This is an optimization exercise on Yosys and OpenROAD, whose aim is small area, a short achievable clock period and few clock cycles per item, not a production implementation.
The RTL was checked by simulation tests, not by an equivalence proof against the original design.
Power and IR drop assume default switching activity.

Design pfde_seq, start of the top module:
module pfde_seq (
    input  wire        clk,
    input  wire        rst,           
    input  wire        cmd_valid,
    output wire        cmd_ready,
    input  wire [15:0] cmd_count,     
    input  wire        in_valid,
    output reg         in_ready,
    input  wire [7:0]  in_data,
    output reg         out_valid,
    input  wire        out_ready,
    output reg  [31:0] out_id,
    output reg         done,          
    output wire        err,
    output wire [3:0]  err_code,
    output reg  [19:0] consumed
);
clock: 5.5 ns
lec_check: 0
cap_margin: 10
core_margin: 2
core_utilization: 40
cts_buf_list: sky130_fd_sc_hd__clkbuf_8
setup_slack_margin: 2.55
slew_margin: 10
tns_end_percent: 10
standard.sh (not shown) runs the stock make flow with config.mk's settings and CLKGATE_MAP_FILE= SYNTH_SCRIPT=/design/flow/synth_recipe.tcl, a recipe that flattens the netlist after the stock synthesis.
==> flow/flow/run.sh <==
#!/bin/bash
# The standard layout (the standard.sh, standard synthesis included), with
# the port buffers that global placement inserts made of the smallest buffer
# cell instead of the default clkdlybuf4s50_1. Every port still gets its own
# buffer; nothing else changes. ORFS's step logs stay under orfs/logs/.
set -euo pipefail
export BUFFER_PORTS_ARGS="-buffer_cell sky130_fd_sc_hd__buf_1"
bash standard.sh > standard.log 2>&1
The first run went through all stages and came out clean.
Testbench counts at the start, summed over its fixed seeds: cycles 120,404, items 81,405.
Edit:
CAP_MARGIN = 20   (was 10)
SETUP_SLACK_MARGIN = 2.7   (was 2.55)
SLEW_MARGIN = 20   (was 10)
TNS_END_PERCENT = not set   (was 10)
Outcome: Maximum frequency increases by about 4.5%; die area is unchanged; design area goes up by 3.1%; utilization came out higher by 1.4 points; combinational power climbs by about 6%; total power decreases by 1.7%; non-clock buffer count climbs by 5; global-route usage goes up by 0.17 points.
Edit:
SETUP_SLACK_MARGIN = 2.4   (was 2.7)
TNS_END_PERCENT = 10   (was not set)
What happened: Global-route usage went down by 0.45 points. Wire length goes down by 2.7%. Cell area came out lower by about 6%. Area after synthesis is unchanged. Sequential share of layout area climbs by 2.1 points. Final cell count goes down by about 1.5%. Non-clock buffer count falls by 26. Total power drops by 1.4%. Setup slack gets worse by 0.16 ns. Register-to-register slack is worse by 0.16 ns.
Edit:
CORE_UTILIZATION = 55   (was 40)
SETUP_SLACK_MARGIN = 2.45   (was 2.4)
Effect: The new run went through all stages and came out clean; cell count goes down by a few percent; worst hold slack gets worse by 0.016 ns; utilization increases by 17 points; die area came out lower by a quarter to a third; combinational power stays flat; register-to-register slack degrades by 0.07 ns; via count hardly moves; sequential share of layout area climbs by 0.45 points; cell area is lower slightly; total power climbs slightly.

Starting RTL as in the previous note.
export LEC_CHECK = 0
export CAP_MARGIN = 20
export CORE_MARGIN = 2
export CORE_UTILIZATION = 40
export CTS_BUF_LIST = sky130_fd_sc_hd__clkbuf_8
export SETUP_SLACK_MARGIN = 2.3
export SLEW_MARGIN = 20
create_clock -name core_clock -period 5.5 [get_ports {clk}]
Scripts as last shown in full above: flow/flow/run.sh
Testbench counts at the start, summed over its fixed seeds: cycles 120,404, items 81,405.
Next try:
==> flow/run.sh (new file) <==
#!/bin/bash
# synth_recipe.tcl (not shown) runs the flow's synth.tcl, then flattens the netlist and writes it again
# the make line also repeats each setting of config.mk as NAME=value (left out here)
make -C /OpenROAD-flow-scripts/flow DESIGN_CONFIG=/design/flow/config.mk WORK_HOME=/design/flow/orfs CLKGATE_MAP_FILE= SYNTH_SCRIPT=/design/flow/synth_recipe.tcl finish
SETUP_SLACK_MARGIN = 2.0   (was 2.3)
removed: flow/flow/run.sh
removed: flow/standard.sh
Setup slack gets worse by 320 ps.
Power goes up by 1.3%.
Die area stays the same.
Via count goes down by 0.50%.
Final area goes up by 2.5%.
Routed wire length goes down by 1.3%.
Sequential share of layout area goes down by 0.92 points.
Clock power goes up by about 0.6%.
Next try:
==> flow/flow/run.sh (new file) <==
#!/bin/bash
# The standard layout (the standard.sh, standard synthesis included), with
# the port buffers that global placement inserts made of the smallest buffer
# cell instead of the default clkdlybuf4s50_1. Every port still gets its own
# buffer; nothing else changes. ORFS's step logs stay under orfs/logs/.
set -euo pipefail
export BUFFER_PORTS_ARGS="-buffer_cell sky130_fd_sc_hd__buf_1"
bash standard.sh > standard.log 2>&1
==> flow/standard.sh (new file) <==
#!/bin/bash
# synth_recipe.tcl (not shown) runs the flow's synth.tcl, then flattens the netlist and writes it again
# the make line also repeats each setting of config.mk as NAME=value (left out here)
make -C /OpenROAD-flow-scripts/flow DESIGN_CONFIG=/design/flow/config.mk WORK_HOME=/design/flow/orfs CLKGATE_MAP_FILE= SYNTH_SCRIPT=/design/flow/synth_recipe.tcl "${@:-finish}"
removed: flow/run.sh
Effect: Synthesized cell count does not change. Worst setup slack improves by 150 ps. Global-route usage hardly moves. Clock power drops by a few percent. Critical path depth stays the same. Final area went down by a few percent. Wire length came out lower slightly. Core utilization fell by 2.1 points. Maximum frequency rises by a few percent. Cell count is unchanged. Power came out lower by a few percent.
Next try:
GPL_ROUTABILITY_DRIVEN = 0   (was unset)
SETUP_SLACK_MARGIN = 2.3   (was 2.0)
TNS_END_PERCENT = 10   (was unset)
Outcome:
- power increases slightly
- wire length rose slightly
- clock power rose slightly
- design area came out higher by a few percent
- via count hardly moves
Next try:
CTS_CLUSTER_DIAMETER = 100   (was unset)
CTS_CLUSTER_SIZE = 30   (was unset)
GPL_ROUTABILITY_DRIVEN = unset   (was 0)
SETUP_SLACK_MARGIN = 2.4   (was 2.3)
TNS_END_PERCENT = unset   (was 10)
Via count goes up by 0.75%.
Clock-buffer cell count is unchanged.
Synthesized cell count is unchanged.
Flip-flop and latch count does not change.
Routed wire length rises by 1.6%.
Die area is unchanged.
Critical path depth is higher by 4.
Synthesized area stays the same.
Sequential share of layout area went down by 0.32 points.
Final area rises by 0.91%.

-- re-timing with driven ports --
The flow's constraints put no driver on any port. The routed layouts listed below were extracted and timed again, unchanged, in two steps. Step 1 (the two cells are an assumption about what drives the block):
set clk [get_ports {clk}]
set_driving_cell -lib_cell sky130_fd_sc_hd__clkbuf_16 $clk
set_driving_cell -lib_cell sky130_fd_sc_hd__buf_2 [delete_from_list [all_inputs] $clk]
Step 2 also shifts input and output timing later by t, the mid clock arrival at the registers, as if the neighbouring blocks saw the same clock. a / b / c = ideal / step 1 / step 2; a / b = the first two.
run | t (ns) | setup slack, ns | pins driven straight from the clock port
the first run of note 1 | 0.512 | 2.371 / 2.371 / 1.948 | 1
the second run of note 1 | 0.522 | 2.506 / 2.513 / 2.011 | 1
the third run of note 1 | 0.516 | 2.346 / 2.346 / 1.900 | 1
the fourth run of note 1 | 0.510 | 2.273 / 2.273 / 1.821 | 1
the first run of note 2 | 0.516 | 2.337 / 2.337 / 1.911 | 1
the second run of note 2 | 0.514 | 2.017 / 2.027 / 1.513 | 1
the third run of note 2 | 0.518 | 2.164 / 2.164 / 1.703 | 1
the fourth run of note 2 | 0.512 | 2.262 / 2.262 / 1.837 | 1
the fifth run of note 2 | 0.518 | 2.405 / 2.405 / 1.973 | 1
After both steps setup and hold are still met in every run listed. The setup slack of the second run of note 2, which loses most, moves by +0.010 ns with the drivers and by -0.504 ns with both steps.
